Source: an optimization exercise on an open RTL-to-GDS flow (aim: small area, a short achievable clock period and few clock cycles). Production flows keep margins and buffers that such runs may drop.
At most, simulation tests tie the RTL to the original design; equivalence was not proved.
Power is estimated from default activity; no workload was simulated.

==> flow/design.v <==
module btc_framer (
    input  wire         clk,
    input  wire         rst,
    input  wire         cmd_valid,
    output wire         cmd_ready,
    input  wire         cmd_op,
    input  wire [7:0]   cmd_byte,
    output reg          pkt_valid,
    output reg          pkt_is_state,
    output wire [143:0] pkt_data,
    output wire [6:0]   rb_cnt
);
    localparam C = 64;
    reg [8*C-1:0] d;         
    reg [C-1:3]   flag;      
    reg [6:0]     cnt;
    reg           ready;
    reg           again;     
    reg           lost;      
    reg [7:0]     wsum;      
    reg [3:0]     ing;       
    reg           nxt_ok;    
    reg [5:0]     nxt_s;     
    reg           nxt_st;    
    reg [5:0]     nxt_sn;    
    reg           nxt_ev;    
    reg [127:0]   pd;        
    reg           pkt_is_ev;
    assign cmd_ready = ready;
    assign rb_cnt    = cnt;
    assign pkt_data  = {pd, 1'b0, 1'b1, pkt_is_ev, pkt_is_state, 1'b0, 1'b1, pkt_is_ev, pkt_is_state,
                            1'b1, 1'b0, 1'b1, pkt_is_ev, 1'b1, 1'b0, 1'b1, pkt_is_ev};
    integer j;
    wire ingest   = cmd_valid & ~cmd_op & ready;
    wire dispatch = ((cmd_valid & cmd_op & ready) | again) & nxt_ok;
    wire [8*81-1:0] e0 = {d, 136'd0};
    wire [8*47-1:0] e1 = nxt_sn[5] ? e0[0 +: 8*47] : e0[8*32 +: 8*47];
    wire [8*31-1:0] e2 = nxt_sn[4] ? e1[0 +: 8*31] : e1[8*16 +: 8*31];
    wire [8*24-1:0] e3 = nxt_sn[3] ? e2[0 +: 8*24] : e2[8*8  +: 8*24];
    wire [8*20-1:0] e4 = nxt_sn[2] ? e3[0 +: 8*20] : e3[8*4  +: 8*20];
    wire [8*18-1:0] e5 = nxt_sn[1] ? e4[0 +: 8*18] : e4[8*2  +: 8*18];
    wire [127:0]    y  = nxt_sn[0] ? e5[0 +: 8*16] : e5[8*1  +: 8*16];
    wire [127:0] pwin;
    genvar g;
    generate
        for (g = 2; g < 18; g = g + 1) begin : gp
            if (g < 4)
                assign pwin[8*(g-2) +: 8] = y[8*(17-g) +: 8];
            else
                assign pwin[8*(g-2) +: 8] = y[8*(17-g) +: 8] & {8{~nxt_ev}};
        end
    endgenerate
    wire [6:0]   cnt_inc = (cnt == C) ? cnt : cnt + 7'd1;
    wire [6:0]   newcnt  = {1'b0, nxt_s} - (nxt_st ? 7'd17 : 7'd3);
    reg  [C-1:3] keep;
    always @(*)
        for (j = 3; j < C; j = j + 1)
            keep[j] = lost | (nxt_st ? (j + 17 < nxt_s) : (j + 3 < nxt_s));
    wire [C-1:3] flag_left = flag & keep;
    wire         more = |flag_left;
    reg [C-1:3] above, hot;
    reg [5:0]   q_s;
    reg         q_t;
    always @(*) begin
        above[C-1] = 1'b0;
        for (j = C-2; j >= 3; j = j - 1) above[j] = above[j+1] | flag_left[j+1];
        hot = flag_left & ~above;
        q_s = 6'd0;
        q_t = 1'b0;
        for (j = 3; j < C; j = j + 1) begin
            q_s = q_s | ({6{hot[j]}} & j[5:0]);
            q_t = q_t | (hot[j] & ~d[8*j+4]);
        end
    end
    wire ev_ok = (d[8*2 +: 8] == 8'hBB) && (d[8*1 +: 8] == 8'h66) &&
                 (d[8*0 +: 8] == cmd_byte) && (cnt >= 7'd3);
    wire st_ok = (d[8*16 +: 8] == 8'hAA) && (d[8*15 +: 8] == 8'h55) &&
                 (wsum == d[8*1 +: 8]) && (cnt >= 7'd17);
    reg [C-1:3] flag_sh;
    always @(*)
        for (j = 3; j < C; j = j + 1)
            flag_sh[j] = (j == 3) ? ev_ok : (j == 17) ? (flag[j-1] | st_ok) : flag[j-1];
    wire       evict = nxt_ok & (nxt_s == 6'd63) & (cnt == C);
    wire       keep_old = nxt_ok & ~(st_ok & (nxt_s < 6'd16));
    wire [5:0] s_ing = keep_old ? nxt_s + 6'd1 : (st_ok ? 6'd17 : 6'd3);
    wire       t_ing = keep_old ? nxt_st : st_ok;
    wire       a_ing = (nxt_ok | st_ok | ev_ok) & ~evict;
    wire upd      = ingest | dispatch | lost;
    wire by_drain = cmd_op | again | lost;    
    always @(posedge clk) begin
        pd           <= pwin;
        pkt_is_state <= nxt_st;
        pkt_is_ev    <= nxt_ev;
        if (ingest)
            d <= {d[8*C-9:0], cmd_byte};
        if (upd) begin
            nxt_s  <= by_drain ? q_s : s_ing;
            nxt_st <= by_drain ? q_t : t_ing;
            nxt_sn <= by_drain ? ~q_s : ~s_ing;
            nxt_ev <= by_drain ? ~q_t : ~t_ing;
        end
        if (rst) begin
            flag   <= {(C-3){1'b0}};
            cnt    <= 7'd0;
            nxt_ok <= 1'b0;
        end else begin
            if (ingest | dispatch) begin
                flag <= by_drain ? flag_left : flag_sh;
                cnt  <= by_drain ? newcnt : cnt_inc;
            end
            if (upd)
                nxt_ok <= by_drain ? more : a_ing;
        end
        if (rst) begin
            wsum <= 8'd0;
            ing  <= 4'd0;
        end else if (ingest) begin
            wsum <= wsum + ((ing > 4'd1) ? d[8*1 +: 8] : 8'd0)
                         - ((ing == 4'd15) ? d[8*14 +: 8] : 8'd0);
            if (ing != 4'd15) ing <= ing + 4'd1;
        end
        pkt_valid <= ~rst & dispatch;
        again     <= ~rst & dispatch & more;
        lost      <= ~rst & ingest & evict;
        ready     <= rst | ~((dispatch & more) | (ingest & evict));
    end
endmodule
export LEC_CHECK = 0
export CAP_MARGIN = 30
export CORE_MARGIN = 2
export CORE_UTILIZATION = 40
export SLEW_MARGIN = 20
create_clock -name core_clock -period 14.0 [get_ports {clk}]
standard.sh (not shown) runs the stock make flow with config.mk's settings and CLKGATE_MAP_FILE= SYNTH_SCRIPT=/design/flow/synth_recipe.tcl, a recipe that flattens the netlist after the stock synthesis.
==> flow/flow/run.sh <==
#!/bin/bash
set -o pipefail
MARGIN=$(cat flow/margin.txt)
bash standard.sh SETUP_SLACK_MARGIN=$MARGIN finish > flow_make.log 2>&1
==> flow/flow/margin.txt <==
10.3
Testbench counts at the start, summed over its fixed seeds: cycles 39,570.
Change:
==> flow/flow/margin.txt (replaced) <==
10
--- a/flow/config.mk
+++ b/flow/config.mk
@@ -9,3 +9,3 @@
 export CORE_MARGIN = 2
-export CORE_UTILIZATION = 40
+export CORE_UTILIZATION = 60
 export SLEW_MARGIN = 20
Effect: The new run finished clean; synthesized area stays the same; wire length fell by about 4%; total power drops by about 3.7%; register-to-register slack got worse by 0.09 ns.
Change:
--- a/flow/config.mk
+++ b/flow/config.mk
@@ -9,3 +9,3 @@
 export CORE_MARGIN = 2
-export CORE_UTILIZATION = 60
+export CORE_UTILIZATION = 40
 export SLEW_MARGIN = 20
Result: Combinational power is about the same; first-iteration DRC count goes up by 8.4%; flip-flop and latch count stays the same.
Change:
--- a/flow/config.mk
+++ b/flow/config.mk
@@ -10,2 +10,4 @@
 export CORE_UTILIZATION = 40
+export CTS_CLUSTER_DIAMETER = 100
+export CTS_CLUSTER_SIZE = 30
 export SLEW_MARGIN = 20
The new run finished clean.
Cell area goes down by 2.5%.
Setup slack gets better by 0.027 ns.
Via count goes down by 0.68%.
Fmax goes up by 0.68%.
Synthesized cell count is unchanged.
Critical path depth rises by 1.
Non-clock buffer count grows by 1.
Global-route usage goes down by 0.40 points.
Change:
--- a/flow/config.mk
+++ b/flow/config.mk
@@ -10,4 +10,4 @@
 export CORE_UTILIZATION = 40
-export CTS_CLUSTER_DIAMETER = 100
-export CTS_CLUSTER_SIZE = 30
+export CTS_CLUSTER_DIAMETER = 80
+export CTS_CLUSTER_SIZE = 24
 export SLEW_MARGIN = 20
Result: Combinational power barely changes. Non-clock buffer count increases by 2. Synthesized area is unchanged. Hold slack is worse by 0.0067 ns.
Change:
--- a/flow/config.mk
+++ b/flow/config.mk
@@ -10,4 +10,5 @@
 export CORE_UTILIZATION = 40
-export CTS_CLUSTER_DIAMETER = 80
-export CTS_CLUSTER_SIZE = 24
+export CTS_CLUSTER_DIAMETER = 100
+export CTS_CLUSTER_SIZE = 30
 export SLEW_MARGIN = 20
+export TNS_END_PERCENT = 20
The new run ran to the end with no violations.
First-iteration DRC count shrinks by about 2.3%.
Via count shrinks by about 0.7%.
Global-route usage shrinks by 0.53 points.
Flip-flop and latch count is unchanged.
Register-to-register slack loses 0.16 ns.

* * *

oak:
btc_framer, a different RTL version from the one above (not shown whole).
For scale: roughly 170 I/O pins, ~39000 um^2 of cells after synthesis.
// btc_framer
module btc_framer (
    input  wire         clk,
    input  wire         rst,
    input  wire         cmd_valid,
    output wire         cmd_ready,
    input  wire         cmd_op,
    input  wire [7:0]   cmd_byte,
    output reg          pkt_valid,
    output reg          pkt_is_state,
    output wire [143:0] pkt_data,
    output wire [6:0]   rb_cnt
);
    localparam C = 64;
    reg [8*C-1:0] d;         
    reg [C-1:3]   flag;      
    reg [6:0]     cnt;
    reg           ready;
    reg           again;     
    reg           lost;      
    reg [7:0]     wsum;      
    reg [3:0]     ing;       
    reg           nxt_ok;    
    reg [5:0]     nxt_s;     
    reg           nxt_st;    
    reg [5:0]     nxt_sn;    
    reg           nxt_ev;    
    reg [127:0]   pd;        
    reg           pkt_is_ev;
    assign cmd_ready = ready;
    assign rb_cnt    = cnt;
    assign pkt_data  = {pd, 1'b0, 1'b1, pkt_is_ev, pkt_is_state, 1'b0, 1'b1, pkt_is_ev, pkt_is_state,
                            1'b1, 1'b0, 1'b1, pkt_is_ev, 1'b1, 1'b0, 1'b1, pkt_is_ev};
    integer j;
    wire ingest   = cmd_valid & ~cmd_op & ready;
    wire dispatch = ((cmd_valid & cmd_op & ready) | again) & nxt_ok;
    wire [8*81-1:0] e0 = {d, 136'd0};
    wire [8*47-1:0] e1 = nxt_sn[5] ? e0[0 +: 8*47] : e0[8*32 +: 8*47];
    wire [8*31-1:0] e2 = nxt_sn[4] ? e1[0 +: 8*31] : e1[8*16 +: 8*31];
    wire [8*24-1:0] e3 = nxt_sn[3] ? e2[0 +: 8*24] : e2[8*8  +: 8*24];
    wire [8*20-1:0] e4 = nxt_sn[2] ? e3[0 +: 8*20] : e3[8*4  +: 8*20];
    wire [8*18-1:0] e5 = nxt_sn[1] ? e4[0 +: 8*18] : e4[8*2  +: 8*18];
    wire [127:0]    y  = nxt_sn[0] ? e5[0 +: 8*16] : e5[8*1  +: 8*16];
    wire [127:0] pwin;
    genvar g;
    generate
        for (g = 2; g < 18; g = g + 1) begin : gp
            if (g < 4)
                assign pwin[8*(g-2) +: 8] = y[8*(17-g) +: 8];
            else
                assign pwin[8*(g-2) +: 8] = y[8*(17-g) +: 8] & {8{~nxt_ev}};
        end
    endgenerate
  ...
clock: 14.0 ns
lec_check: 0
cap_margin: 30
core_margin: 2
core_utilization: 40
cts_cluster_diameter: 100
cts_cluster_size: 30
slew_margin: 20
synth_hierarchical: 1
==> flow/flow/margin.txt <==
10.1
Scripts as last shown in full above: flow/flow/run.sh
For pine, these inputs were changed with respect to oak:
==> flow/flow/margin.txt <==
10
Reported leakage power, pine vs oak: down slightly
On pine: setup slack is 0.010 ns higher than what oak gave.
Run comparison: oak worst setup path endpoint pkt_data[12]; pine worst setup path endpoint nxt_sn[3]
[compare] base=oak new=pine: part of the power in the clock network rose by 1.8 points, total wire length went down 0.93%, via count shows a reduction of about 1.2%.
From oak to pine the numbers moved as follows: filler cell count went up; combinational share of power went down; synthesis-to-finish area growth went down; number of clock buffers in the layout went up.
Function was not checked in any run of this note: the RTL went through the layout flow alone.

afterwards: timing with drivers on the ports:
In the flow no input, the clock included, has a driving cell. The finished layouts below were timed again as built, in two steps. Step 1 (the two cells are an assumption about what drives the block):
set clk [get_ports {clk}]
set_driving_cell -lib_cell sky130_fd_sc_hd__clkbuf_16 $clk
set_driving_cell -lib_cell sky130_fd_sc_hd__buf_2 [delete_from_list [all_inputs] $clk]
Step 2, shift: input delay + t, output delay - t, t = (earliest + latest rising clock arrival at the registers) / 2. This alone moves slack from input paths to output paths. Slacks: ideal ports / drivers / drivers and shift; pairs: ideal ports / drivers.
| run | shift t [ns] | slack for setup (ns) | worst setup path at the end | worst slew at a driven data input, ns | cell pins on the clock port's net |
|---|---|---|---|---|---|
| the first run of note 1 | 0.706 | 9.973 / 9.971 / 9.265 | input to register | 0.07 | 1 |
| the second run of note 1 | 0.680 | 9.916 / 9.919 / 9.239 | input to register | 0.06 | 1 |
| the third run of note 1 | 0.701 | 9.940 / 9.947 / 9.249 | input to register | 0.06 | 1 |
| the fourth run of note 1 | 0.657 | 9.967 / 9.967 / 9.316 | input to register | 0.07 | 1 |
| the fifth run of note 1 | 0.692 | 9.924 / 9.913 / 9.221 | input to register | 0.07 | 1 |
| the sixth run of note 1 | 0.667 | 9.889 / 9.819 / 9.337 | input to register | 0.05 | 1 |
| oak | 0.663 | 10.022 / 9.956 / 9.446 | input to register | 0.10 | 1 |
| pine | 0.665 | 10.032 / 9.969 / 9.412 | input to register | 0.07 | 1 |
After both steps setup and hold are still met in every run listed. For the first run of note 1, which loses most, drivers alone change the setup slack by -0.002 ns; drivers and shift together by -0.708 ns.
